This is an optimization exercise on Yosys and OpenROAD, whose aim is a short achievable clock period and few clock cycles, not a production implementation. Only simulation tests tie the RTL to the original design; equivalence was not proved. The clock input has no modelled driver; a real chip could not lean on it and would need a root buffer or a full tree. No activity file was given, so power comes from the tool's default toggle rates.

Design acb_stream, start of the top module:
module acb_stream (
    input  wire        clk,
    input  wire        rst,
    input  wire        start,
    input  wire [1:0]  op,
    input  wire [15:0] arg0,
    input  wire [12:0] in_len,
    output reg         done,
    output reg  [12:0] out_len,
    output reg  [12:0] in_pos,
    output reg  [2:0]  err_code,
    output reg  [15:0] err_info,
    output wire [11:0] in_addr,
    input  wire [7:0]  in_rdata,
    output wire [11:0] out_raddr,
    input  wire [7:0]  out_rdata,
    output reg         out_we,
    output reg  [11:0] out_waddr,
    output reg  [7:0]  out_wdata
);
    localparam [2:0] E_NONE       = 3'd0;
    localparam [2:0] E_INVALIDARG = 3'd1;
    localparam [2:0] E_ILLEGAL    = 3'd2;
    localparam [2:0] E_UNEXPEND   = 3'd3;
    localparam [2:0] E_DATA       = 3'd4;
    localparam [2:0] E_CAPACITY   = 3'd5;
    localparam [1:0] SEL_LIT = 2'd0,    
                     SEL_MEM = 2'd1,    
                     SEL_H1  = 2'd2,    
                     SEL_H2  = 2'd3;    
    localparam [2:0] I_ZERO = 3'd0, I_HP = 3'd1, I_HP1 = 3'd2, I_HPM2 = 3'd3,
                     I_CAP  = 3'd4, I_ARG = 3'd5, I_OP = 3'd6;
    reg        st_r;        
    reg        bad_cmd;     
    reg [1:0]  op_r;
    reg [15:0] arg_r;
    reg [12:0] len_r;
    reg [2:0]  arg_hi;      
    reg        run;         
    reg        m_cmp, m_dec, m_mat;
    reg [12:0] hp;          
    reg [12:0] rem;         
    reg        remz, rem1;  
    reg [12:0] P;           
    reg [12:0] room;        
    reg        roomz;       
    reg [7:0]  z;           
    reg        zf;          
    reg [8:0]  fsh;         
    reg        exh;         
    reg        one;         
    reg        pf;          
    reg [4:0]  cc;          
    reg        cact;        
    reg [1:0]  csel;        
    reg        bad_r;       
    reg [11:0] ia;          
    reg [11:0] na;          
    reg        iv;          
    reg        rv;          
    reg [7:0]  ird;         
    reg        irv;
    reg [7:0]  B  [0:7];
    reg        Bz [0:7];    
    reg [2:0]  wp, rp;
  ...
export LEC_CHECK = 0
export CAP_MARGIN = 20
export CORE_MARGIN = 2
export CORE_UTILIZATION = 40
export SLEW_MARGIN = 20
create_clock -name core_clock -period 10.0 [get_ports {clk}]
standard.sh (not shown) runs the stock make flow with config.mk's settings and CLKGATE_MAP_FILE= SYNTH_SCRIPT=/design/flow/synth_recipe.tcl, a recipe that flattens the netlist after the stock synthesis.
==> flow/flow/run.sh <==
#!/bin/bash
HERE=$(pwd)
bash standard.sh SETUP_SLACK_MARGIN=7.5 ABC_CLOCK_PERIOD_IN_PS=3000 CORE_UTILIZATION=65 PLACE_DENSITY=0.75 PRE_CTS_TCL=$HERE/flow/star_cts.tcl finish > flow_standard.log 2>&1
Other scripts of this flow, unchanged in this note and not shown: flow/flow/star_cts.tcl
Testbench counts at the start, summed over its fixed seeds: cycles 269,392.
Rerun with:
--- a/flow/design.v
+++ b/flow/design.v
@@ -28,13 +28,12 @@
                      SEL_MEM = 2'd1,    
                      SEL_H1  = 2'd2,    
                      SEL_H2  = 2'd3;    
     localparam [2:0] I_ZERO = 3'd0, I_HP = 3'd1, I_HP1 = 3'd2, I_HPM2 = 3'd3,
                      I_CAP  = 3'd4, I_ARG = 3'd5, I_OP = 3'd6;
     reg        st_r;        
-    reg        bad_cmd;     
     reg [1:0]  op_r;
     reg [15:0] arg_r;
     reg [12:0] len_r;
     reg [2:0]  arg_hi;      
     reg        run;         
     reg        m_cmp, m_dec, m_mat;
@@ -104,18 +103,17 @@
         mstart = 1'b0;
         fload  = 1'b0;
         fload1 = 1'b0;
         zset   = 1'b0;
         zinc   = 1'b0;
         zclr   = 1'b0;
-        if (bad_cmd) begin
-            fin = 1'b1;
-            if (m_mat) begin
-                f_code = E_INVALIDARG; f_info = I_ARG;
-            end else begin
-                f_code = E_ILLEGAL; f_info = I_OP;
+        if (st_r) begin
+            if (op_r == 2'd3) begin
+                fin = 1'b1; f_code = E_ILLEGAL; f_info = I_OP;
+            end else if (op_r == 2'd2 && arg_r > 16'd4096) begin
+                fin = 1'b1; f_code = E_INVALIDARG; f_info = I_ARG;
             end
         end else if (run) begin
             if (m_cmp) begin
                 if (remz) begin
                     if (zf) begin
                         emit = 1'b1; zclr = 1'b1;
@@ -209,15 +207,13 @@
     reg [7:0]  h2;           
     reg [2:0]  r_code;
     reg [2:0]  r_isel;       
     reg        r_pos;        
     reg        r_dec;        
     assign out_raddr = ra;
-    wire wv = m_mat ? p2_v : emit;    
-    wire sfin = run & ~m_mat & remz & ~zf;
-    wire busy = st_r | bad_cmd | run | p1_fin | p2_fin;
+    wire busy = st_r | run | p1_fin | p2_fin;
     wire go   = start & ~busy;
     reg [7:0] wd;
     always @(*) begin
         case (p2_sel)
             SEL_LIT: wd = p2_b;
             SEL_MEM: wd = out_rdata;
@@ -249,13 +245,12 @@
     wire        rem2   = (rem == 13'd2);
     wire        rem3   = (rem == 13'd3);
     wire        room1  = (room == 13'd1);
     always @(posedge clk) begin
         if (rst) begin
             st_r   <= 1'b0;
-            bad_cmd <= 1'b0;
             run    <= 1'b0;
             bad_r  <= 1'b0;
             iv     <= 1'b0;
             rv     <= 1'b0;
             irv    <= 1'b0;
             ia     <= 12'd0;
@@ -272,13 +267,13 @@
             st_r <= go;
             irv <= rv;
             if (go) begin
                 rv <= 1'b1;
                 iv <= 1'b1;
                 ia <= 12'd1;
-            end else if (st_r || (run && !fin)) begin
+            end else if (st_r || run) begin
                 rv <= iv;
                 iv <= ivn;
                 ia <= na;
             end else begin
                 rv <= iv;
                 iv <= 1'b0;
@@ -300,25 +295,20 @@
                 hv0 <= 1'b0;
                 hv1 <= 1'b0;
             end
             bad_r <= mstart && m_bad;
             if (fin && run)
                 run <= 1'b0;
-            bad_cmd <= 1'b0;
-            if (st_r) begin
-                if (op_r == 2'd3 || (op_r == 2'd2 && arg_r > 16'd4096))
-                    bad_cmd <= 1'b1;
-                else
-                    run <= 1'b1;
-            end
-            p1_v   <= emit & m_mat;
-            p1_fin <= fin & ~sfin;
+            if (st_r && !fin)
+                run <= 1'b1;
+            p1_v   <= emit;
+            p1_fin <= fin;
             p2_v   <= p1_v && !bad_r;
             p2_fin <= p1_fin;
-            out_we <= wv;
-            done   <= sfin | p2_fin;
+            out_we <= p2_v;
+            done   <= p2_fin;
         end
     end
     always @(posedge clk) begin
         op_r  <= op;
         arg_r <= arg0;
         len_r <= in_len;
@@ -411,35 +401,33 @@
             remz   <= (len_r == 13'd0);
             rem1   <= (len_r == 13'd1);
             P      <= 13'd0;
             room   <= arg_r[12:0];
             roomz  <= (arg_r[12:0] == 13'd0);
             arg_hi <= arg_r[15:13];
-            r_dec  <= 1'b0;
-            r_isel <= I_ZERO;
             zf     <= 1'b0;
             cact   <= 1'b0;
             fsh    <= 9'h100;
             exh    <= 1'b1;
             one    <= 1'b0;
             pf     <= 1'b0;
         end
         p1_sel <= e_sel;
         p1_b   <= e_byte;
         p2_sel <= p1_sel;
         p2_b   <= p1_b;
-        out_wdata <= m_mat ? wd : e_byte;
+        out_wdata <= wd;
         if (p2_v) begin
             h1 <= wd;
             h2 <= h1;
         end
         wc <= st_r ? 12'd0 : wc + {11'd0, p2_v};
-        out_waddr <= m_mat ? wc : P[11:0];
+        out_waddr <= wc;
         out_len  <= P - {12'd0, r_dec};
-        in_pos   <= sfin ? hp : !r_pos ? 13'd0 : (m_mat && pf) ? hp - 13'd1 : hp;
-        err_code <= sfin ? E_NONE : r_code;
+        in_pos   <= !r_pos ? 13'd0 : (m_mat && pf) ? hp - 13'd1 : hp;
+        err_code <= r_code;
         case (r_isel)
             I_HP:    err_info <= {3'd0, hp};
             I_HP1:   err_info <= {3'd0, hp_p1};
             I_HPM2:  err_info <= {3'd0, hp - 13'd2};
             I_CAP:   err_info <= 16'd4096;
             I_ARG:   err_info <= {arg_hi, room};
The new run went through all stages and came out clean; sequential share of layout area climbs by 1.5 points; combinational power climbs by 55%; global-route usage drops by 0.52 points; final cell count drops by 1.3%; total power climbs by 11%; area after synthesis drops by 0.87%; sequential cell count drops by 1.
Testbench counts after the change, summed over its fixed seeds: cycles 269,648.
In every run of this note, the design's own scripts or RTL, not TritonCTS, make the clock network.

* * *

## P
acb_stream, a different RTL version from the one above (not shown whole).
Size: roughly 2200 cells after synthesis, about 140 I/O pins, about 22000 um2 of cells after synthesis.
Settings: LEC_CHECK=0, CAP_MARGIN=20, CORE_MARGIN=2, CORE_UTILIZATION=40, SLEW_MARGIN=20; clock period 10.0 ns.
Scripts as last shown in full above: flow/flow/run.sh
Other scripts of this flow, unchanged in this note and not shown: flow/flow/star_cts.tcl
Testbench counts of P, summed over its fixed seeds: cycles 269,392.
Inputs modified between P and Q:
-- flow/design.v --
<<< P, line 32
                     I_CAP  = 3'd4, I_ARG = 3'd5, I_OP = 3'd6;
    reg        st_r;        
    reg        bad_cmd;     
    reg [1:0]  op_r;
    reg [15:0] arg_r;
>>> Q, line 32
                     I_CAP  = 3'd4, I_ARG = 3'd5, I_OP = 3'd6;
    reg        st_r;        
    reg [1:0]  op_r;
    reg [15:0] arg_r;
<<< P, line 108
        zinc   = 1'b0;
        zclr   = 1'b0;
        if (bad_cmd) begin
            fin = 1'b1;
            if (m_mat) begin
                f_code = E_INVALIDARG; f_info = I_ARG;
            end else begin
                f_code = E_ILLEGAL; f_info = I_OP;
            end
        end else if (run) begin
>>> Q, line 107
        zinc   = 1'b0;
        zclr   = 1'b0;
        if (st_r) begin
            if (op_r == 2'd3) begin
                fin = 1'b1; f_code = E_ILLEGAL; f_info = I_OP;
            end else if (op_r == 2'd2 && arg_r > 16'd4096) begin
                fin = 1'b1; f_code = E_INVALIDARG; f_info = I_ARG;
            end
        end else if (run) begin
<<< P, line 213
    reg        r_dec;        
    assign out_raddr = ra;
    wire wv = m_mat ? p2_v : emit;    
    wire sfin = run & ~m_mat & remz & ~zf;
    wire busy = st_r | bad_cmd | run | p1_fin | p2_fin;
    wire go   = start & ~busy;
    reg [7:0] wo;
    always @(*) begin
        if (!m_mat)
            wo = e_byte;           
        else case (p2_sel)
            SEL_H1:  wo = h1;
            SEL_H2:  wo = h2;
            default: wo = p2_b;
        endcase
    end
    wire       wmem = m_mat & (p2_sel == SEL_MEM);
    wire [7:0] wd   = wmem ? out_rdata : wo;
    integer k;
    wire      push = irv & run;
>>> Q, line 211
    reg        r_dec;        
    assign out_raddr = ra;
    wire busy = st_r | run | p1_fin | p2_fin;
    wire go   = start & ~busy;
    reg [7:0] wd;
    always @(*) begin
        case (p2_sel)
            SEL_LIT: wd = p2_b;
            SEL_MEM: wd = out_rdata;
            SEL_H1:  wd = h1;
            default: wd = h2;
        endcase
    end
    integer k;
    wire      push = irv & run;
<<< P, line 256
        if (rst) begin
            st_r   <= 1'b0;
            bad_cmd <= 1'b0;
            run    <= 1'b0;
            bad_r  <= 1'b0;
>>> Q, line 249
        if (rst) begin
            st_r   <= 1'b0;
            run    <= 1'b0;
            bad_r  <= 1'b0;
<<< P, line 279
                iv <= 1'b1;
                ia <= 12'd1;
            end else if (st_r || (run && !fin)) begin
                rv <= iv;
                iv <= ivn;
>>> Q, line 271
                iv <= 1'b1;
                ia <= 12'd1;
            end else if (st_r || run) begin
                rv <= iv;
                iv <= ivn;
<<< P, line 307
            if (fin && run)
                run <= 1'b0;
            bad_cmd <= 1'b0;
            if (st_r) begin
                if (op_r == 2'd3 || (op_r == 2'd2 && arg_r > 16'd4096))
                    bad_cmd <= 1'b1;
                else
                    run <= 1'b1;
            end
            p1_v   <= emit & m_mat;
            p1_fin <= fin & ~sfin;
            p2_v   <= p1_v && !bad_r;
            p2_fin <= p1_fin;
            out_we <= wv;
            done   <= sfin | p2_fin;
        end
    end
>>> Q, line 299
            if (fin && run)
                run <= 1'b0;
            if (st_r && !fin)
                run <= 1'b1;
            p1_v   <= emit;
            p1_fin <= fin;
            p2_v   <= p1_v && !bad_r;
            p2_fin <= p1_fin;
            out_we <= p2_v;
            done   <= p2_fin;
        end
    end
<<< P, line 418
            roomz  <= (arg_r[12:0] == 13'd0);
            arg_hi <= arg_r[15:13];
            r_dec  <= 1'b0;
            r_isel <= I_ZERO;
            zf     <= 1'b0;
            cact   <= 1'b0;
>>> Q, line 405
            roomz  <= (arg_r[12:0] == 13'd0);
            arg_hi <= arg_r[15:13];
            zf     <= 1'b0;
            cact   <= 1'b0;
<<< P, line 437
        end
        wc <= st_r ? 12'd0 : wc + {11'd0, p2_v};
        out_waddr <= m_mat ? wc : P[11:0];
        out_len  <= P - {12'd0, r_dec};
        in_pos   <= sfin ? hp : !r_pos ? 13'd0 : (m_mat && pf) ? hp - 13'd1 : hp;
        err_code <= sfin ? E_NONE : r_code;
        case (r_isel)
            I_HP:    err_info <= {3'd0, hp};
>>> Q, line 422
        end
        wc <= st_r ? 12'd0 : wc + {11'd0, p2_v};
        out_waddr <= wc;
        out_len  <= P - {12'd0, r_dec};
        in_pos   <= !r_pos ? 13'd0 : (m_mat && pf) ? hp - 13'd1 : hp;
        err_code <= r_code;
        case (r_isel)
            I_HP:    err_info <= {3'd0, hp};
==> comparison <==
NOTE final-stage net count P->Q decreased by a little under 10%
Status: number of sequential cells parity (Q, P)
When the final numbers for P and Q were put side by side, the overall track demand over capacity in global routing turned out to be greater in P.
Comparing P and Q, the higher length of routed met3 wiring is on P.
Q vs. P: total power per unit cell area went up, power went up, synthesized area went down.
Testbench counts of Q, summed over its fixed seeds: cycles 269,648.
No run of this note takes its clock network from TritonCTS; it comes from the design's own scripts or RTL.

## what the ideal ports hide
No port has a modelled driver above. Below, the same layouts with a new extraction and two added sets of constraints. Step 1 (the two cells are an assumption about what drives the block):
set clk [get_ports {clk}]
set_driving_cell -lib_cell sky130_fd_sc_hd__clkbuf_16 $clk
set_driving_cell -lib_cell sky130_fd_sc_hd__buf_2 [delete_from_list [all_inputs] $clk]
Step 2, shift: input delay + t, output delay - t, t = (earliest + latest rising clock arrival at the registers) / 2. This alone moves slack from input paths to output paths. Three values: ideal ports, drivers, drivers and shift; two values: the first two.
run	t, ns	slack for setup (ns)	worst slew at a driven data input, ns
the first run of note 1	0.469	7.163 / 7.036 / 6.996	0.05
the second run of note 1	0.454	7.203 / 7.096 / 7.128	0.04
P	0.477	7.319 / 7.048 / 7.106	0.07
Q	0.457	7.338 / 7.083 / 7.135	0.05
After both steps setup and hold are still met in every run listed. The setup slack of P, which loses most, moves by -0.271 ns with the drivers and by -0.213 ns with both steps.
